Background: an optimization exercise with open tools, aiming at small area. Do not read the settings as production practice.
Only simulation tests tie the RTL to the original design; equivalence was not proved.
Power figures rest on the tool's default switching activity, not on a simulated workload.

[design/flow/constraint.sdc]
create_clock -name core_clock -period 8.0 [get_ports {clk}]
set_input_delay 1.6000 -clock core_clock [delete_from_list [all_inputs] [get_ports {clk}]]
set_output_delay 1.6000 -clock core_clock [all_outputs]
set_load 0.01 [all_outputs]
[design/flow/flow/run.sh]
#!/bin/bash
# Own layout flow: the standard synthesis; its combinational logic
# re-mapped by ABC with an area-oriented script, from four random seeds,
# keeping the smallest result (every flip-flop keeps its cell and name);
# then the standard layout steps, with the port buffers made of
# sky130_fd_sc_hd__buf_1 and a clock tree of small buffers without dummy
# loads. Each tool's output goes to a log here.
set -euo pipefail
W=$(pwd)
R=$W/orfs/results/$FLOW_PLATFORM/irps/base
bash standard.sh synth > $W/synth.log 2>&1
cp $R/1_2_yosys.v $W/standard_synth.v
for S in 1 2 3 4; do
  sed "s/@SEED@/$S/g" $W/flow/abc_area.script > $W/abc_area_$S.script
  REMAP_LIB=$FLOW_HOME/platforms/sky130hd/lib/sky130_fd_sc_hd__tt_025C_1v80.lib \
  REMAP_IN=$W/standard_synth.v REMAP_OUT=$W/remapped_$S.v REMAP_TOP=$FLOW_TOP \
  REMAP_SCRIPT=$W/abc_area_$S.script \
    yosys -c $W/flow/remap.tcl > $W/remap_$S.log 2>&1 &
done
wait
best=""; best_area=""
for S in 1 2 3 4; do
  a=$(grep "Chip area for module" $W/remap_$S.log | tail -1 | awk '{print $NF}')
  echo "seed $S area $a" >> $W/remap_choice.log
  if [[ -n "$a" && -f $W/remapped_$S.v ]]; then
    if [[ -z "$best" ]] || awk "BEGIN{exit !($a < $best_area)}"; then
      best=$S; best_area=$a
    fi
  fi
done
echo "chosen seed $best area $best_area" >> $W/remap_choice.log
cp $W/remapped_$best.v $R/1_2_yosys.v
rm -f $R/1_synth.odb
CTS_ARGS="-sink_clustering_enable -repair_clock_nets -dont_use_dummy_load"
CTS_ARGS="$CTS_ARGS -buf_list sky130_fd_sc_hd__clkbuf_4"
CTS_ARGS="$CTS_ARGS -sink_clustering_size 10 -sink_clustering_max_diameter 40"
bash standard.sh "BUFFER_PORTS_ARGS=-buffer_cell sky130_fd_sc_hd__buf_1" \
  "CTS_ARGS=$CTS_ARGS" finish > $W/layout.log 2>&1
[design/flow/design.v]
module irps_decoder (
    input  wire        clk,
    input  wire        rst,         
    input  wire        us_tick,     
    input  wire        edge_ev,     
    input  wire        edge_fall,   
    input  wire        ms_tick,     
    input  wire        key_rd,      
    output wire [11:0] key_word,    
    output reg         snap_v,      
    output reg  [31:0] snap_press,  
    output reg  [31:0] snap_seq,    
    output reg  [31:0] snap_age     
);
    reg [12:0] cap_cnt;
    reg        active;           
    reg [4:0]  bit_count;
    reg [7:0]  byte_reg;
    reg        run_aok, run_cok;
    reg        repeat_armed;
    reg [31:0] since_last_ms;
    reg        key_pub;          
    reg        key_aok, key_cok;
    reg [7:0]  key_raw;          
    reg [31:0] key_press;
    reg [31:0] pub_seq;
    wire [12:0] d = cap_cnt;
    wire le_4700   = (d <= 13'd4700);
    wire is_leader = (d >= 13'd4200) && le_4700;
    wire is_repeat = (d >= 13'd2000) && (d <= 13'd3000);
    wire is_one    = (d >= 13'd1400) && (d <= 13'd1800);
    wire is_zero   = (d >= 13'd300)  && (d <= 13'd800);
    wire is_bit    = is_one || is_zero;
    wire fall = edge_ev && edge_fall;
    wire        last    = &bit_count;
    wire        differs = is_one ^ byte_reg[0];
    wire [7:0]  byte_nx = {bit_count[3] ? byte_reg[0] : is_one, byte_reg[7:1]};
    wire addr_ok  = run_aok;
    wire cmd_ok   = run_cok && differs;
    wire frame_ok = addr_ok && cmd_ok;
    wire complete = fall && active && is_bit && last;
    wire rep      = fall && !active && is_repeat && repeat_armed;
    wire publish  = complete || rep;
    wire key_valid = key_aok && key_cok;
    assign key_word = {key_pub && !key_valid, key_valid, key_cok, key_aok,
                       key_raw & {8{key_valid}}};
    reg [13:0] cap_c;
    reg [32:0] since_c, press_c, seq_c;
    reg [3:0]  since_g, press_g, seq_g;   
    reg [3:0]  since_p, press_p, seq_p;   
    reg        cap_g;
    integer i;
    always @(*) begin
        cap_g = &cap_cnt[7:0];
        for (i = 0; i < 4; i = i + 1) begin
            since_g[i] = &since_last_ms[8*i +: 8];
            press_g[i] = &key_press[8*i +: 8];
            seq_g[i]   = &pub_seq[8*i +: 8];
            since_p[i] = (i == 0) ? since_g[0] : (since_p[i-1] & since_g[i]);
            press_p[i] = (i == 0) ? press_g[0] : (press_p[i-1] & press_g[i]);
            seq_p[i]   = (i == 0) ? seq_g[0]   : (seq_p[i-1] & seq_g[i]);
        end
        cap_c[0]   = us_tick && le_4700;
        since_c[0] = ms_tick && !since_p[3];
        press_c[0] = rep && !press_p[3];
        seq_c[0]   = publish;
        for (i = 0; i < 13; i = i + 1)
            cap_c[i+1] = (i == 7) ? (cap_c[0] & cap_g) : (cap_c[i] & cap_cnt[i]);
        for (i = 0; i < 32; i = i + 1) begin
            if (i % 8 == 7) begin
                since_c[i+1] = since_c[0] & since_p[i/8];
                press_c[i+1] = press_c[0] & press_p[i/8];
                seq_c[i+1]   = seq_c[0] & seq_p[i/8];
            end else begin
                since_c[i+1] = since_c[i] & since_last_ms[i];
                press_c[i+1] = press_c[i] & key_press[i];
                seq_c[i+1]   = seq_c[i] & pub_seq[i];
            end
        end
    end
    always @(posedge clk) begin
        if (rst)
            cap_cnt <= 13'h1FFF;
        else if (edge_ev)
            cap_cnt <= 13'd0;
        else
            cap_cnt <= cap_cnt ^ cap_c[12:0];
    end
    always @(posedge clk) begin
        if (rst)
            active <= 1'b0;
        else if (fall) begin
            if (!active)
                active <= is_leader;
            else if (!is_bit || last)
                active <= 1'b0;
        end
    end
    always @(posedge clk) begin
        if (!active) begin
            bit_count <= 5'd0;
            run_aok   <= 1'b1;
            run_cok   <= 1'b1;
        end else if (fall && is_bit) begin
            bit_count <= bit_count + 5'd1;
            if (bit_count[4:3] == 2'd1 && !differs)
                run_aok <= 1'b0;
            if (bit_count[4:3] == 2'd3 && !differs)
                run_cok <= 1'b0;
        end
    end
    always @(posedge clk) begin
        if (fall && is_bit)
            byte_reg <= byte_nx;
    end
    always @(posedge clk) begin
        if (rst)
            repeat_armed <= 1'b0;
        else if (fall && !active && is_leader)
            repeat_armed <= 1'b0;
        else if (complete)
            repeat_armed <= frame_ok;
    end
    always @(posedge clk) begin
        if (rst) begin
            key_pub <= 1'b0;
            key_aok <= 1'b0;
            key_cok <= 1'b0;
        end else if (complete) begin
            key_pub <= 1'b1;
            key_aok <= addr_ok;
            key_cok <= cmd_ok;
        end
    end
    always @(posedge clk) begin
        if (complete)
            key_raw <= byte_nx;
    end
    always @(posedge clk) begin
        if (rst)
            key_press <= 32'd0;
        else if (complete)
            key_press <= {31'd0, frame_ok};
        else
            key_press <= key_press ^ press_c[31:0];
    end
    always @(posedge clk) begin
        if (rst)
            pub_seq <= 32'd0;
        else
            pub_seq <= pub_seq ^ seq_c[31:0];
    end
    always @(posedge clk) begin
        if (rst)
            since_last_ms <= 32'hFFFFFFFF;
        else if (publish)
            since_last_ms <= 32'd0;
        else
            since_last_ms <= since_last_ms ^ since_c[31:0];
    end
    always @(posedge clk) begin
        if (rst)
            snap_v <= 1'b0;
        else if (key_rd)
            snap_v <= 1'b1;
    end
    always @(posedge clk) begin
        if (key_rd) begin
            snap_press <= key_press;
            snap_seq   <= pub_seq;
            snap_age   <= since_last_ms;
        end
    end
endmodule
module irps_sequencer (
    input  wire        clk,
    input  wire        rst,          
    input  wire        arg_we,       
    input  wire        cmd_we,       
    input  wire        status_we,    
    input  wire [31:0] wdata,
    input  wire        pulse_done,   
    input  wire [3:0]  pd_src,
    output reg         arg_v,        
    output reg  [31:0] arg,          
    output reg  [31:0] pend0,
    output reg  [31:0] pend1,
    output reg  [31:0] pend2,
    output reg  [2:0]  dir,
    output reg  [2:0]  dir_out,
    output reg  [2:0]  done,
    output reg  [2:0]  busy,         
    output reg         mode,
    output wire        err,
    output reg         err_ovf,
    output wire [3:0]  err_code,
    output reg  [3:0]  err_ch,
    output reg  [3:0]  err_op
);
    reg err_start_other;
    assign err = |err_op;
    wire err_bad_op = err_op[3] | err_op[2];
    wire err_bad_ch = err_ch[3] | err_ch[2] | (err_ch[1] & err_ch[0]);
    assign err_code[3] = 1'b0;
    assign err_code[2] = err_bad_op | err_bad_ch;
    assign err_code[1] = !err_bad_op && !err_bad_ch && err_op[1];
    assign err_code[0] = err_bad_op |
                         (!err_bad_ch && (err_op[1] ? err_start_other : err_op[0]));
    wire [3:0] op     = wdata[3:0];
    wire [3:0] ch     = wdata[7:4];
    wire       w_dir  = wdata[8];
    wire       w_mode = wdata[9];
    wire       ch_ok  = !ch[3] && !ch[2] && !(ch[1] && ch[0]);
    wire [2:0] chsel  = {ch[1], !ch[1] && ch[0], !ch[1] && !ch[0]};
    wire nz0 = |pend0;
    wire nz1 = |pend1;
    wire nz2 = |pend2;
    wire [2:0] nz = {nz2, nz1, nz0};
    wire any_busy = |busy;
    wire ch_busy  = |(busy & chsel);
    wire ch_nz    = |(nz & chsel);
    wire is_prog  = (op == 4'd1);
    wire is_start = (op == 4'd2);
    wire is_abort = (op == 4'd3);
    wire bad_op  = op[3] | op[2];
    wire cmd_err = bad_op ||
                   ((op != 4'd0) && !ch_ok) ||
                   ((is_prog || is_start) && ch_busy) ||
                   (is_start && ch_nz && any_busy);
    wire do_prog  = cmd_we && !cmd_err && is_prog && ch_ok;
    wire do_start = cmd_we && !cmd_err && is_start && ch_ok;
    wire do_abort = cmd_we && is_abort && ch_ok;
    wire pd_hit = pulse_done && !rst &&
                  ((busy[0] && pd_src == 4'd0) ||
                   (busy[1] && pd_src == 4'd1) ||
                   (busy[2] && pd_src == 4'd2));
    wire        ld_arg = do_prog && arg_v && !rst;
    wire [31:0] pd_src_val = ({32{busy[0]}} & pend0) | ({32{busy[1]}} & pend1) |
                             ({32{busy[2]}} & pend2);
    reg  [32:0] pz;
    reg  [3:0]  pzg;
    integer i;
    always @(*) begin
        for (i = 0; i < 4; i = i + 1)
            pzg[i] = ~|pd_src_val[8*i +: 8];
        pz[0] = 1'b1;
        for (i = 0; i < 32; i = i + 1) begin
            if (i == 7)
                pz[i+1] = pzg[0];
            else if (i == 15)
                pz[i+1] = pzg[0] & pzg[1];
            else if (i == 23)
                pz[i+1] = pzg[0] & pzg[1] & pzg[2];
            else
                pz[i+1] = pz[i] & !pd_src_val[i];
        end
    end
    wire [31:0] pnew = ({32{ld_arg}} & arg) |
                       ({32{pd_hit}} & (pd_src_val ^ pz[31:0]));
    wire last_pulse = pd_hit && pd_src_val[0] && !(|pd_src_val[31:1]);
    wire [2:0] pwe = {3{rst}} | ({3{do_prog || do_abort}} & chsel) |
                     ({3{pd_hit}} & busy);
    always @(posedge clk) begin
        if (pwe[0]) pend0 <= pnew;
        if (pwe[1]) pend1 <= pnew;
        if (pwe[2]) pend2 <= pnew;
    end
    wire [2:0] finish = {3{last_pulse}} & busy;
    wire [2:0] succ = !mode ? 3'b000 :
                      finish[0] ? (nz1 ? 3'b010 : nz2 ? 3'b100 : 3'b000) :
                      finish[1] ? (nz2 ? 3'b100 : 3'b000) : 3'b000;
    always @(posedge clk) begin
        if (rst)
            arg_v <= 1'b0;
        else if (arg_we)
            arg_v <= 1'b1;
    end
    always @(posedge clk) begin
        if (arg_we)
            arg <= wdata;
    end
    always @(posedge clk) begin
        if (rst)
            dir <= 3'd0;
        else if (do_prog)
            dir <= (dir & ~chsel) | ({3{w_dir}} & chsel);
    end
    wire [2:0] start_sel = (do_start && ch_nz) ? chsel : 3'b000;
    always @(posedge clk) begin
        if (rst) begin
            busy    <= 3'd0;
            mode    <= 1'b0;
            dir_out <= 3'd0;
        end else begin
            if (start_sel != 3'b000) begin
                busy <= start_sel;
                mode <= w_mode;
            end else if (do_abort && ch_busy)
                busy <= 3'd0;
            else if (last_pulse)
                busy <= succ;
            dir_out <= (dir_out & ~(start_sel | succ)) | (dir & (start_sel | succ));
        end
    end
    always @(posedge clk) begin
        if (rst)
            done <= 3'd0;
        else if (status_we)
            done <= done & ~wdata[10:8];
        else if (do_start)
            done <= ch_nz ? (done & ~chsel) : (done | chsel);
        else
            done <= (done | finish) & ~succ;
    end
    always @(posedge clk) begin
        if (rst) begin
            err_ovf         <= 1'b0;
            err_op          <= 4'd0;
            err_ch          <= 4'd0;
            err_start_other <= 1'b0;
        end else if (status_we) begin
            if (wdata[24]) begin
                err_ovf         <= 1'b0;
                err_op          <= 4'd0;
                err_ch          <= 4'd0;
                err_start_other <= 1'b0;
            end
        end else if (cmd_we && cmd_err) begin
            if (!err) begin
                err_op          <= op;
                err_ch          <= ch;
                err_start_other <= !ch_busy;
            end else
                err_ovf <= 1'b1;
        end
    end
endmodule
module irps (
    input  wire        clk,
    input  wire        rst,         
    input  wire        ev_valid,
    input  wire [3:0]  ev_kind,     
    input  wire [9:0]  ev_arg,
    input  wire [31:0] ev_wdata,
    output reg         rsp_valid,
    output reg         rsp_err,
    output reg  [31:0] rsp_rdata,
    output wire [2:0]  ch_en,
    output wire [2:0]  dir_out,
    output wire        err_out
);
    wire ev_reset = ev_valid && (ev_kind == 4'd0);
    wire ev_us    = ev_valid && (ev_kind == 4'd1);
    wire ev_edge  = ev_valid && (ev_kind == 4'd2);
    wire ev_ms    = ev_valid && (ev_kind == 4'd3);
    wire ev_pdone = ev_valid && (ev_kind == 4'd4);
    wire ev_rd    = ev_valid && (ev_kind == 4'd5);
    wire ev_wr    = ev_valid && (ev_kind == 4'd6);
    wire ev_bus   = ev_rd || ev_wr;
    wire srst = rst || ev_reset;
    wire [4:0] word_off = ev_arg[6:2];
    wire       bad      = (ev_arg[9:8] != 2'd2) || (ev_arg[1:0] != 2'b00) || ev_arg[7];
    wire       acc_rd   = ev_rd && !bad;
    wire       acc_wr   = ev_wr && !bad;
    wire [11:0] key_word;
    wire [31:0] snap_press, snap_seq, snap_age;
    wire        snap_v;
    irps_decoder u_dec (
        .clk        (clk),
        .rst        (srst),
        .us_tick    (ev_us),
        .edge_ev    (ev_edge),
        .edge_fall  (ev_arg[0]),
        .ms_tick    (ev_ms),
        .key_rd     (acc_rd && word_off == 5'h00),
        .key_word   (key_word),
        .snap_v     (snap_v),
        .snap_press (snap_press),
        .snap_seq   (snap_seq),
        .snap_age   (snap_age)
    );
    wire [31:0] arg, pend0, pend1, pend2;
    wire [2:0]  dir, dir_o, done, busy;
    wire        mode, err, err_ovf, arg_v;
    wire [3:0]  err_code, err_ch, err_op;
    irps_sequencer u_seq (
        .clk        (clk),
        .rst        (srst),
        .arg_we     (acc_wr && word_off == 5'h08),
        .cmd_we     (acc_wr && word_off == 5'h09),
        .status_we  (acc_wr && word_off == 5'h0A),
        .wdata      (ev_wdata),
        .pulse_done (ev_pdone),
        .pd_src     (ev_arg[3:0]),
        .arg_v      (arg_v),
        .arg        (arg),
        .pend0      (pend0),
        .pend1      (pend1),
        .pend2      (pend2),
        .dir        (dir),
        .dir_out    (dir_o),
        .done       (done),
        .busy       (busy),
        .mode       (mode),
        .err        (err),
        .err_ovf    (err_ovf),
        .err_code   (err_code),
        .err_ch     (err_ch),
        .err_op     (err_op)
    );
    assign ch_en   = busy;
    assign dir_out = dir_o;
    assign err_out = err;
    reg [4:0] rd_off;
    always @(posedge clk) begin
        if (rst) begin
            rsp_valid <= 1'b0;
            rsp_err   <= 1'b0;
        end else begin
            rsp_valid <= ev_bus;
            rsp_err   <= ev_bus && bad;
        end
        rd_off <= word_off;
    end
    wire s_key   = rd_off == 5'h00;
    wire s_press = rd_off == 5'h01 && snap_v;
    wire s_seq   = rd_off == 5'h02 && snap_v;
    wire s_age   = rd_off == 5'h03 && snap_v;
    wire s_ones  = rd_off == 5'h03 && !snap_v;
    wire s_arg   = rd_off == 5'h08 && arg_v;
    wire s_stat  = rd_off == 5'h0A;
    wire s_err   = rd_off == 5'h0B;
    wire s_dir   = rd_off == 5'h0C;
    wire s_p0    = rd_off == 5'h10;
    wire s_p1    = rd_off == 5'h11;
    wire s_p2    = rd_off == 5'h12;
    wire [31:0] status = {6'd0, err_ovf, err, 3'd0, 1'b0, busy[2], busy[1],
                          |busy, mode, 5'd0, done, 5'd0, busy};
    always @(*) begin
        rsp_rdata = ({32{s_key}}   & {20'd0, key_word}) |
                    ({32{s_press}} & snap_press) |
                    ({32{s_seq}}   & snap_seq) |
                    ({32{s_age}}   & snap_age) |
                    {32{s_ones}} |
                    ({32{s_arg}}   & arg) |
                    ({32{s_stat}}  & status) |
                    ({32{s_err}}   & {20'd0, err_op, err_ch, err_code}) |
                    ({32{s_dir}}   & {21'd0, dir_o, 5'd0, dir}) |
                    ({32{s_p0}}    & pend0) |
                    ({32{s_p1}}    & pend1) |
                    ({32{s_p2}}    & pend2);
    end
endmodule
[design/flow/config.mk]
export PLATFORM = sky130hd
export DESIGN_NAME = irps
export DESIGN_NICKNAME = irps
export VERILOG_FILES = /design/flow/design.v
export SDC_FILE = /design/flow/constraint.sdc
export NUM_CORES = 4
export LEC_CHECK = 0
export CAP_MARGIN = 20
export CORE_MARGIN = 2
export CORE_UTILIZATION = 55
export SLEW_MARGIN = 20
[design/flow/flow/abc_area.script]
strash
&get -n
&st
&deepsyn -T 30 -S @SEED@
&st
&deepsyn -T 30 -S @SEED@
&dch -f
&nf -R 1000 -p
&put
[design/flow/standard.sh]
#!/bin/bash
# synth_recipe.tcl (not shown) runs the flow's synth.tcl, then flattens the netlist and writes it again
# the make line also repeats each setting of config.mk as NAME=value (left out here)
make -C /OpenROAD-flow-scripts/flow DESIGN_CONFIG=/design/flow/config.mk WORK_HOME=/design/flow/orfs CLKGATE_MAP_FILE= SYNTH_SCRIPT=/design/flow/synth_recipe.tcl "${@:-finish}"
[design/flow/flow/remap.tcl]
# Re-map the combinational logic of the standard synthesis for area.
# The flip-flops (their cells and instance names) are kept as they are.
yosys -import
set lib $::env(REMAP_LIB)
read_liberty -ignore_miss_func $lib
read_verilog -defer $::env(REMAP_IN)
hierarchy -top $::env(REMAP_TOP)
foreach c {sky130_fd_sc_hd__dfxtp_1 sky130_fd_sc_hd__edfxtp_1} {
  setattr -mod -set keep_hierarchy 1 =$c
}
flatten
opt_clean
select -module $::env(REMAP_TOP)
abc -script $::env(REMAP_SCRIPT) -liberty $lib \
  -dont_use *probe* -dont_use *lpflow*
select -clear
opt_clean -purge
hilomap -singleton -hicell sky130_fd_sc_hd__conb_1 HI \
  -locell sky130_fd_sc_hd__conb_1 LO
splitnets
opt_clean -purge
stat -liberty $lib
read_liberty -lib -overwrite $lib
check -assert -mapped
write_verilog -noattr -nohex -nodec $::env(REMAP_OUT)
==> Implementation_results.wiki, run 1 <==
{| class="wikitable"
! Metric !! Value
|-
| Run status || timing/DRC/antenna clean
|-
| Die span in x || 175 um
|-
| Initial core utilization || 56.0%
|-
| Routed wire per std cell || 26.4 um
|-
| Final HPWL DP || 34.7 mm
|-
| Port bufs || 89
|-
| Net count after synthesis || 1389
|-
| Longest individual stage delay on the worst path || 0.29 ns
|-
| Clock edge transition at the registers on the reported setup and hold paths || 0.09 ns
|-
| Maximum fanout along the worst path || 7
|-
| Clock period minus final worst setup slack || 7.35 ns
|-
| Type of origin of the critical path || input pin
|-
| Peak supply drop || 0.0000956 V
|-
| Residual overflow from global routing || 0
|-
| Clock tree from TritonCTS || built
|-
| Final std cell area, no fill || 17600 sq um
|-
| Initial drt markers || 2009
|-
| Top achievable clock speed || 136 MHz
|-
| Total routing resource utilization after global routing || 32.5%
|-
| Kind of path behind the tightest hold check || reg2reg
|-
| Post-route clock skew || 0.0610 ns
|-
| Cell area after placement || 17200 sq um
|-
| Number of antenna violations at the first check in global routing || 1
|-
| Crit Path Class || in2reg
|-
| Share of cells above drive strength 1 || 6.09%
|-
| Sum of negative setup slack || 0 ns
|-
| Chip height || 175 um
|-
| Arrival @ worst endpoint || 7.94 ns
|-
| Tcrit/Tclk final || 91.9%
|-
| Pin count of the biggest net entering global routing || 53
|-
| Number of clock sinks || 393
|-
| Worst rel slew slack || 37.4%
|-
| Number of H-tree levels || 2
|-
| ANT nets after route || 0
|-
| Worst-margin pin slew || 0.939 ns
|-
| Area growth from synthesis to layout || 9.11%
|-
| Detailed-route vias per instance || 6.83
|-
| PwrDens || 183 nW/um^2
|-
| YS warnings || 3
|-
| Clock buffers created by TritonCTS || 52
|-
| Type of element capturing the critical path || flip-flop
|-
| Mean cell area of the mapped netlist || 12.0 sq um
|-
| Cells after Synth || 1340
|-
| Required @ worst endpoint || 8.58 ns
|-
| DR DRC count || 0
|-
| Wire length of the first global-routing pass || 74.8 mm
|-
| Final-stage net count || 1561
|-
| Number of top-level pins || 90
|-
| Number of hold-slack violations in the final timing report || 0
|-
| RSZ-0062 raised after global routing || false
|-
| Tot Pwr || 3.21 mW
|-
| Final setup violation count || 0
|-
| Number of buffers on the longest clock path || 3
|-
| Vias in the first global route || 11900
|-
| Final wirelength || 50.1 mm
|-
| # Max-Cap Violations || 0
|-
| Hold Buf Count CTS || 0
|-
| Fin. max-slew vios || 0
|-
| # fillers || 2387
|-
| Register-to-Register Path Depth || 29
|-
| Worst path most repeated cell || sky130_fd_sc_hd__and3_1
|-
| Router iterations before antenna repair || 10
|-
| Vias after detailed routing || 13000
|-
| Area of the die || 30700 sq um
|-
| Site row count || 62
|-
| Core region area || 28800 sq um
|-
| Weighted congestion at the end of routability-driven global placement || 0.912
|-
| Post-synth design cell area || 16100 sq um
|-
| Clk root buf || sky130_fd_sc_hd__clkbuf_4
|-
| Number of stages on the worst hold path || 0
|-
| P_leak || 6.29 nW
|-
| Clock insertion delay at the later pin of the skew report || 0.73 ns
|-
| Library cell contributing the largest single delay on the critical path || sky130_fd_sc_hd__and2_0
|}
-- placed cells by master (no fill, tap or decap), types with 50 or more instances in the layout --
cell                         n
sky130_fd_sc_hd__clkbuf_4   52
sky130_fd_sc_hd__nand3_1    54
sky130_fd_sc_hd__a22o_1     50
sky130_fd_sc_hd__a222oi_1   68
sky130_fd_sc_hd__edfxtp_1  240
sky130_fd_sc_hd__nor2_1     96
sky130_fd_sc_hd__nand2_1    90
sky130_fd_sc_hd__o21ai_0    94
sky130_fd_sc_hd__a21oi_1    77
sky130_fd_sc_hd__buf_1      89
sky130_fd_sc_hd__dfxtp_1   153
-- power by group --
part | internal, mW | switching (mW)
Clock | 0.297 | 0.628
Sequential | 2.16 | 0.0257
Combinational | 0.0292 | 0.0740
-- cell type report --
type                            count  area, sq um  share of cell area [%]
Antenna cell                        1         2.50                  0.0142
Clock buffer                       52          390                    2.22
Sequential cell                   393        10300                    58.4
Timing Repair Buffer              118          552                    3.14
Multi-Input combinational cell    935         5830                    33.2
Inverter                           12         45.0                   0.256
Tap cell                          384          480                    2.73
-- worst max-delay path, delay by kind of cell --
family	cells	cell delay, ns
simple gates	28	5.96
buf+inv	1	0.22
xor+xnor	1	0.15
-- final timing paths --
kind	to	start	slack, ns
min	u_dec.snap_seq[1]$_DFFE_PP_	u_dec.pub_seq[1]$_SDFF_PP0_	0.46
max	u_dec.pub_seq[31]$_SDFF_PP0_	ev_kind[1]	0.65
max reg2reg	u_dec.pub_seq[31]$_SDFF_PP0_	u_dec.cap_cnt[0]$_SDFF_PP1_	1.28
min reg2reg	u_dec.snap_seq[1]$_DFFE_PP_	u_dec.pub_seq[1]$_SDFF_PP0_	0.46
-- per-layer routing --
| layer | vias up | wire length, um | GRT usage (%) | part of all wire (%) |
|---|---|---|---|---|
| li1 | 5811 | - | - | - |
| met1 | 6232 | 20800 | 47.2 | 42 |
| met2 | 794 | 22100 | 48.3 | 44 |
| met3 | 113 | 5280 | 6.83 | 11 |
| met4 | 0 | 1920 | 11.8 | 3.8 |
| met5 | - | 0 | 0 | 0 |
-- timing repair --
item                       4_1_cts  5_1_grt
setup buffers                    0        0
gates resized for setup          0        2
setup endpoints to repair        0        1
-- stage by stage --
stage	utilization [%]	cells	hold WS, ns	setup slack (ns)
after floorplan	-	1340	0.417	0.0411
after global placement	59.7	1842	0.429	0.197
after detailed placement	59.7	1842	0.430	-0.0939
after CTS	61.0	1894	0.453	0.652
after global routing	61.1	1895	0.471	0.0258
final	61.1	1895	0.456	0.647
==> run 2: changes to the inputs <==
==> design/flow/flow/abc_area.script (replaced) <==
strash
&get -n
&st
&deepsyn -T 30 -S @SEED@
&st
&deepsyn -T 30 -S @SEED@
&dch -f
&nf -R 1000 -p -C 32 -F 16 -A 8
&put
==> run 2 against run 1 <==
Synthesized cell count is 2.3% lower. Synthesized area is 0.82% lower. Still clean on timing, DRC and antenna. Via count up 0.54%. Critical endpoint unchanged. Non-clock buffer count shrank 2.
==> Implementation_results.wiki, run 2 <==
{| class="wikitable"
! Metric !! Value
|-
| Peak supply drop || 0.000118 V (+23%)
|-
| Clock tree from TritonCTS || built
|-
| Post-synth design cell area || 16000 sq um (-0.82%)
|-
| # Max-Cap Violations || 0 (unchanged)
|-
| Number of antenna violations at the first check in global routing || 1 (unchanged)
|-
| Weighted congestion at the end of routability-driven global placement || 0.951 (+4.2%)
|-
| Number of instances resized during post-cts repair || 0 (unchanged)
|-
| Cell family contributing the most delay on the critical path || simple AND/OR/NAND/NOR gates
|-
| Fin. max-slew vios || 0 (unchanged)
|-
| Vias in the first global route || 12000 (+0.62%)
|-
| Number of standard cells in the final layout excluding fillers || 1862 (-1.7%)
|-
| Cell count after placement || 1809 (-1.8%)
|-
| Clock period minus final worst setup slack || 7.14 ns (-0.213 ns)
|-
| Worst-margin pin slew || 1.11 ns (+0.175 ns)
|-
| Kind of path behind the tightest hold check || reg2reg
|-
| Chip height || 174 um (-0.40%)
|-
| Combinational Power Share || 3.2% (about the same)
|-
| Share of cells above drive strength 1 || 6.16% (+0.068 points)
|-
| Flop pwr share || 68.0% (about the same)
|-
| Net Sw Frac || 22.7% (about the same)
|-
| Worst rel slew slack || 25.8% (-12 points)
|-
| Final setup violation count || 0 (unchanged)
|-
| Initial core utilization || 55.8% (-0.16 points)
|-
| Buffering stage count on the worst path with inverters included || 2 (+1)
|-
| Met1 layer wirelength in the final routing || 21.4 mm (+3.1%)
|-
| Wire length of the first global-routing pass || 75.6 mm (+1.0%)
|-
| Maximum fanout along the worst path || 5 (-2)
|-
| RSZ-0062 raised after global routing || false
|-
| Area of the die || 30400 sq um (-0.80%)
|-
| Site row count || 62 (unchanged)
|-
| Number of buffers on the longest clock path || 3 (unchanged)
|-
| Final std cell area, no fill || 17400 sq um (-0.74%)
|-
| Type of element capturing the critical path || flip-flop
|-
| Hold Buf Count CTS || 0 (unchanged)
|-
| Routed wire per std cell || 27.3 um (+3.2%)
|-
| Top achievable clock speed || 140 MHz (+3.0%)
|-
| Cells after Synth || 1309 (-2.3%)
|-
| Port bufs || 89 (unchanged)
|-
| Post-route clock skew || 0.0548 ns (-0.00616 ns)
|-
| Wire length on met2 || 21.3 mm (-3.7%)
|-
| Sum of negative setup slack || 0 ns (unchanged)
|-
| Top sig layer || met4
|-
| Clock share of power || 28.8% (about the same)
|-
| Initial drt markers || 2465 (+23%)
|-
| Core region area || 28600 sq um (-0.54%)
|-
| Total routing resource utilization after global routing || 33.2% (+0.68 points)
|-
| Die span in x || 174 um (-0.40%)
|-
| Number of top-level pins || 90 (unchanged)
|-
| Crit Path Class || in2reg
|-
| Tcrit/Tclk final || 89.3% (-2.7 points)
|-
| Int Pwr || 2.48 mW (about the same)
|-
| Most frequent standard cell in the layout excluding fill and tap cells || sky130_fd_sc_hd__edfxtp_1
|-
| Worst path most repeated cell || sky130_fd_sc_hd__and3_1
|-
| Source of the critical timing path || ev_kind[2]
|-
| Detailed-route vias per instance || 6.99 (+2.3%)
|-
| Number of hold-slack violations in the final timing report || 0 (unchanged)
|-
| PwrDens || 184 nW/um^2 (+0.74%)
|-
| Area growth from synthesis to layout || 9.19% (about the same)
|-
| Final wirelength || 50.8 mm (+1.4%)
|-
| Final HPWL DP || 34.8 mm (+0.28%)
|-
| FF-to-FF Start || u_dec.cap_cnt[0]$_SDFF_PP1_
|-
| Utilization of the core after routing || 60.9% (-0.12 points)
|-
| Switching component of the power || 727 uW (about the same)
|-
| Clock insertion delay at the later pin of the skew report || 0.73 ns (about the same)
|-
| ANT nets after route || 0 (unchanged)
|-
| Type of origin of the critical path || input pin
|-
| # fillers || 2400 (+0.54%)
|-
| Pin count of the biggest net entering global routing || 79 (+49%)
|-
| P_leak || 6.13 nW (-2.5%)
|-
| DR DRC count || 0 (unchanged)
|-
| Mean cell area of the mapped netlist || 12.2 sq um (+1.5%)
|-
| Detailed route wirelength on metal3 || 6.01 mm (+14%)
|-
| Final-stage net count || 1528 (-2.1%)
|-
| Clk root buf || sky130_fd_sc_hd__clkbuf_4
|-
| Router iterations before antenna repair || 20 (+10)
|-
| Commonest non-fill, non-tap cells in the layout || 240 x sky130_fd_sc_hd__edfxtp_1, 153 x sky130_fd_sc_hd__dfxtp_1, 98 x sky130_fd_sc_hd__a21oi_1
|-
| Longest individual stage delay on the worst path || 0.41 ns (+0.12 ns)
|-
| Required @ worst endpoint || 8.61 ns (+0.03 ns)
|-
| Run status || timing/DRC/antenna clean
|-
| Arrival @ worst endpoint || 7.75 ns (-0.19 ns)
|-
| Source of the worst hold timing path || u_dec.bit_count[4]$_SDFFE_PN0P_
|-
| Vias after detailed routing || 13000 (+0.54%)
|-
| Post-CTS setup buffer count || 0 (unchanged)
|-
| Library cell contributing the largest single delay on the critical path || sky130_fd_sc_hd__or3_1
|-
| Residual overflow from global routing || 0 (unchanged)
|-
| Tot Pwr || 3.21 mW (about the same)
|-
| Cell area after placement || 17100 sq um (-0.73%)
|-
| Number of clock sinks || 393 (unchanged)
|-
| Clock edge transition at the registers on the reported setup and hold paths || 0.10 ns (about the same)
|-
| YS warnings || 3 (unchanged)
|-
| Net count after synthesis || 1358 (-2.2%)
|-
| Clock buffers created by TritonCTS || 52 (unchanged)
|-
| Number of H-tree levels || 2 (unchanged)
|}
-- run 2: layer usage --
layer	vias up	global-route usage (%)
met5	-	0
met4	0	12.5
met3	146	8.79
met2	891	46.5
met1	6258	49.4
li1	5725	-
-- run 2: tightest hold or removal path, stage by stage (launching register included) --
cell and delay, ns:
sky130_fd_sc_hd__dfxtp_1 0.33, sky130_fd_sc_hd__clkinv_1 0.06, sky130_fd_sc_hd__a21oi_1 0.05
-- run 2: cell type report --
class | count | area [sq um] | share of cell area (%)
Antenna cell | 1 | 2.50 | 0.0143
Clock buffer | 52 | 390 | 2.24
Inverter | 12 | 45.0 | 0.258
Multi-Input combinational cell | 904 | 5720 | 32.8
Sequential cell | 393 | 10300 | 58.9
Tap cell | 384 | 480 | 2.75
Timing Repair Buffer | 116 | 537 | 3.08
-- run 2: power groups by stage --
stage	registers, mW	logic, mW	clock network [mW]
finish	2.18	0.103	0.925
global route	2.18	0.110	1.02
CTS	2.18	0.101	0.938
detailed placement	2.23	0.101	0
global placement	2.23	0.0997	0
floorplan	2.22	0.0508	0
-- run 2: path summary, 6_finish.rpt --
kind | to | slack (ns) | cells past startpoint
max | u_dec.pub_seq[31]$_SDFF_PP0_ | 0.86 | 31
min | u_dec.run_aok$_SDFFE_PN1P_ | 0.44 | 2
max reg2reg | u_dec.pub_seq[31]$_SDFF_PP0_ | 0.99 | 32
min reg2reg | u_dec.run_aok$_SDFFE_PN1P_ | 0.44 | 2
-- run 2: metrics by stage --
step	hold WS [ns]	setup slack [ns]
after CTS	0.440	0.963
after global routing	0.463	0.178
after global placement	0.426	0.446
final	0.440	0.860
after detailed placement	0.436	0.230
after floorplan	0.418	0.0459
==> run 3: changes to the inputs <==
--- a/design/flow/design.v
+++ b/design/flow/design.v
@@ -46,36 +46,18 @@
                        key_raw & {8{key_valid}}};
     reg [13:0] cap_c;
     reg [32:0] since_c, press_c, seq_c;
-    reg [3:0]  since_g, press_g, seq_g;   
-    reg [3:0]  since_p, press_p, seq_p;   
-    reg        cap_g;
     integer i;
     always @(*) begin
-        cap_g = &cap_cnt[7:0];
-        for (i = 0; i < 4; i = i + 1) begin
-            since_g[i] = &since_last_ms[8*i +: 8];
-            press_g[i] = &key_press[8*i +: 8];
-            seq_g[i]   = &pub_seq[8*i +: 8];
-            since_p[i] = (i == 0) ? since_g[0] : (since_p[i-1] & since_g[i]);
-            press_p[i] = (i == 0) ? press_g[0] : (press_p[i-1] & press_g[i]);
-            seq_p[i]   = (i == 0) ? seq_g[0]   : (seq_p[i-1] & seq_g[i]);
-        end
         cap_c[0]   = us_tick && le_4700;
-        since_c[0] = ms_tick && !since_p[3];
-        press_c[0] = rep && !press_p[3];
+        since_c[0] = ms_tick && !(&since_last_ms);
+        press_c[0] = rep && !(&key_press);
         seq_c[0]   = publish;
         for (i = 0; i < 13; i = i + 1)
-            cap_c[i+1] = (i == 7) ? (cap_c[0] & cap_g) : (cap_c[i] & cap_cnt[i]);
+            cap_c[i+1] = cap_c[i] & cap_cnt[i];
         for (i = 0; i < 32; i = i + 1) begin
-            if (i % 8 == 7) begin
-                since_c[i+1] = since_c[0] & since_p[i/8];
-                press_c[i+1] = press_c[0] & press_p[i/8];
-                seq_c[i+1]   = seq_c[0] & seq_p[i/8];
-            end else begin
-                since_c[i+1] = since_c[i] & since_last_ms[i];
-                press_c[i+1] = press_c[i] & key_press[i];
-                seq_c[i+1]   = seq_c[i] & pub_seq[i];
-            end
+            since_c[i+1] = since_c[i] & since_last_ms[i];
+            press_c[i+1] = press_c[i] & key_press[i];
+            seq_c[i+1]   = seq_c[i] & pub_seq[i];
         end
     end
     always @(posedge clk) begin
==> run 3 against run 2 <==
Still clean. Core utilization decreased by 0.28 points. Critical path depth increased by 1. Register-to-register slack worse by 0.22 ns. Clock-buffer cell count is 1 lower. Sequential power hardly changed. Non-clock buffer count shrank 2. Final cell count is essentially flat. Critical path type unchanged. Worst hold slack got worse by 0.015 ns. Clock power down 1%. Design area down 0.47%.
==> Implementation_results.wiki, run 3 <==
{| class="wikitable"
! Metric !! Value
|-
| Vias in the first global route || 11400 (-5.0%)
|-
| PwrDens || 184 nW/um^2 (-0.26%)
|-
| Run status || timing/DRC/antenna clean
|-
| Vias after detailed routing || 12600 (-3.3%)
|-
| Mean cell area of the mapped netlist || 12.1 sq um (-0.66%)
|-
| Number of hold-slack violations in the final timing report || 0 (unchanged)
|-
| Post-synth design cell area || 15900 sq um (-0.35%)
|-
| Number of buffers on the longest clock path || 3 (unchanged)
|-
| # Max-Cap Violations || 0 (unchanged)
|-
| Cell family contributing the most delay on the critical path || simple AND/OR/NAND/NOR gates
|-
| Number of clock sinks || 393 (unchanged)
|-
| Net Sw Frac || 22.5% (-0.19 points)
|-
| Kind of path behind the tightest hold check || reg2reg
|-
| Router iterations before antenna repair || 13 (-35%)
|-
| Core region area || 28600 sq um (unchanged)
|-
| Number of H-tree levels || 2 (unchanged)
|-
| Combinational Power Share || 3.1% (about the same)
|-
| Weighted congestion at the end of routability-driven global placement || 0.959 (+0.80%)
|-
| Buffering stage count on the worst path with inverters included || 1 (-1)
|-
| Pin count of the biggest net entering global routing || 71 (-10%)
|-
| # fillers || 2385 (-0.63%)
|-
| Maximum fanout along the worst path || 5 (unchanged)
|-
| Library cell contributing the largest single delay on the critical path || sky130_fd_sc_hd__and2_0
|-
| DR DRC count || 0 (unchanged)
|-
| Site row count || 62 (unchanged)
|-
| Peak supply drop || 0.000140 V (+19%)
|-
| Residual overflow from global routing || 0 (unchanged)
|-
| Post-CTS setup buffer count || 0 (unchanged)
|-
| Hold Buf Count CTS || 0 (unchanged)
|-
| Clk root buf || sky130_fd_sc_hd__clkbuf_4
|-
| ANT nets after route || 0 (unchanged)
|-
| Sum of negative setup slack || 0 ns (unchanged)
|-
| Clock edge transition at the registers on the reported setup and hold paths || 0.10 ns (about the same)
|-
| Area growth from synthesis to layout || 9.07%
|-
| RSZ-0062 raised after global routing || false
|-
| Detailed-route vias per instance || 6.76 (-3.4%)
|-
| Worst-margin pin slew || 1.16 ns (+0.0464 ns)
|-
| Post-route clock skew || 0.0951 ns (+0.0403 ns)
|-
| Top achievable clock speed || 138 MHz (-1.5%)
|-
| Clock share of power || 28.7% (about the same)
|-
| Tot Pwr || 3.19 mW (-0.72%)
|-
| Number of top-level pins || 90 (unchanged)
|-
| Required @ worst endpoint || 8.60 ns (about the same)
|-
| Type of element capturing the critical path || flip-flop
|-
| Final-stage net count || 1529 (+0.065%)
|-
| Net count after synthesis || 1362 (+0.29%)
|-
| YS warnings || 3 (unchanged)
|-
| Utilization of the core after routing || 60.7% (-0.28 points)
|-
| Clock insertion delay at the later pin of the skew report || 0.72 ns (about the same)
|-
| Cells after Synth || 1313 (+0.31%)
|-
| P_leak || 6.17 nW (+0.63%)
|-
| Total routing resource utilization after global routing || 31.6% (-1.6 points)
|-
| Fin. max-slew vios || 0 (unchanged)
|-
| Most frequent standard cell in the layout excluding fill and tap cells || sky130_fd_sc_hd__edfxtp_1
|-
| Worst rel slew slack || 22.4% (-3.4 points)
|-
| Die span in x || 174 um (-0.17%)
|-
| Clock buffers created by TritonCTS || 51 (-1.9%)
|-
| Area of the die || 30300 sq um (-0.34%)
|-
| Worst hold-check slack || 0.425 ns (-0.0146 ns)
|-
| Initial drt markers || 2329 (-5.5%)
|-
| Clock tree from TritonCTS || built
|-
| Int Pwr || 2.47 mW (-0.49%)
|-
| Tcrit/Tclk final || 90.6% (+1.3 points)
|-
| Port bufs || 89 (unchanged)
|-
| Final setup violation count || 0 (unchanged)
|-
| Commonest non-fill, non-tap cells in the layout || 240 x sky130_fd_sc_hd__edfxtp_1, 152 x sky130_fd_sc_hd__dfxtp_1, 101 x sky130_fd_sc_hd__o21ai_0
|-
| Flop pwr share || 68.2% (+0.2 points)
|-
| Type of origin of the critical path || input pin
|-
| Chip height || 174 um (-0.17%)
|-
| Share of cells above drive strength 1 || 6.16% (about the same)
|-
| Final wirelength || 48.4 mm (-4.7%)
|-
| Longest individual stage delay on the worst path || 0.25 ns (-0.16 ns)
|-
| Number of antenna violations at the first check in global routing || 1 (unchanged)
|-
| Initial core utilization || 55.6% (-0.20 points)
|-
| Switching component of the power || 716 uW (-1.5%)
|-
| Final HPWL DP || 33.1 mm (-4.9%)
|-
| Wire length of the first global-routing pass || 71.9 mm (-4.9%)
|-
| Clock period minus final worst setup slack || 7.25 ns (+0.108 ns)
|-
| Worst path most repeated cell || sky130_fd_sc_hd__and3_1
|-
| Routed wire per std cell || 26.0 um (-4.7%)
|-
| Crit Path Class || in2reg
|-
| Arrival @ worst endpoint || 7.85 ns (+0.10 ns)
|}
==> run 3: metal layers <==
layer  vias to the layer above  GRT usage [%]  wire (um)
met4                         0           12.5       1890
met3                       105           7.94       5980
met5                         -              0          0
met2                       803           43.3      19900
li1                       5666              -          -
met1                      6016           47.9      20600
==> run 3: power by group through the flow <==
stage	registers, mW	clock network [mW]	logic [mW]
finish	2.17	0.915	0.0998
global route	2.17	1.01	0.106
CTS	2.17	0.936	0.0971
detailed placement	2.22	0	0.0968
global placement	2.22	0	0.0961
floorplan	2.21	0	0.0474
==> run 3: final cells by class <==
type,count,area [sq um],area share (%)
inverters,16,60.1,0.346
flip-flops and latches,393,10300,59.2
diodes,1,2.50,0.0144
multi-input cells,904,5640,32.5
well taps,384,480,2.77
clock buffers,51,383,2.21
repair buffers,114,522,3.00
==> run 3: worst reg2reg max path, delay by kind of cell, from the launching register on <==
kind                      cells  cell delay, ns
and+or+nand+nor              27            5.90
xor gates and xnor gates      1            0.14
AOI/OAI and AO/OA             4            0.69
DFF                           1            0.44
==> run 3: path summary, 6_finish.rpt <==
| check | from | end | slack (ns) | cells past startpoint |
|---|---|---|---|---|
| setup / recovery | ev_valid | u_dec.pub_seq[31]$_SDFF_PP0_ | 0.75 | 32 |
| hold reg to reg | u_dec.byte_reg[3]$_DFFE_PP_ | u_dec.byte_reg[2]$_DFFE_PP_ | 0.43 | 0 |
| hold / removal | u_dec.byte_reg[3]$_DFFE_PP_ | u_dec.byte_reg[2]$_DFFE_PP_ | 0.43 | 0 |
| setup reg to reg | u_dec.cap_cnt[5]$_SDFF_PP1_ | u_dec.pub_seq[31]$_SDFF_PP0_ | 0.77 | 32 |
==> run 3: timing repair <==
item / 4_1_cts / 5_1_grt
endpoints found under the setup margin: 0 / 3
resized for setup: 0 / 6
endpoints found under the hold margin: 0 / 0
==> run 3: stage by stage <==
stage / instances / worst slack (ns) / instance area (sq um)
floorplan: 1313 / 0.0381 / 15900
global placement: 1811 / 0.209 / 17000
detailed placement: 1811 / -0.0570 / 17000
CTS: 1862 / 0.587 / 17400
global route: 1863 / 0.00353 / 17400
finish: 1863 / 0.752 / 17400

port drivers added, routing unchanged:
No port has a modelled driver above. Below, the same layouts with a new extraction and two added sets of constraints. Step 1, drivers: a clkbuf_16 drives clk and a buf_2 each remaining input, both assumed. Step 2, shift: input delay + t, output delay - t, t = (earliest + latest rising clock arrival at the registers) / 2. This alone moves slack from input paths to output paths. a / b / c = ideal / step 1 / step 2; a / b = the first two.
run	t (ns)	setup WS [ns]	worst setup path after step 2
run 1	0.744	0.647 / 0.670 / -0.073	input to register
run 2	0.750	0.860 / 0.883 / 0.133	input to register
run 3	0.720	0.752 / 0.770 / 0.052	input to register
Met with ideal ports but missed after step 2: setup timing in run 1. For run 2, which loses most, drivers alone change the setup slack by +0.023 ns; drivers and shift together by -0.727 ns.
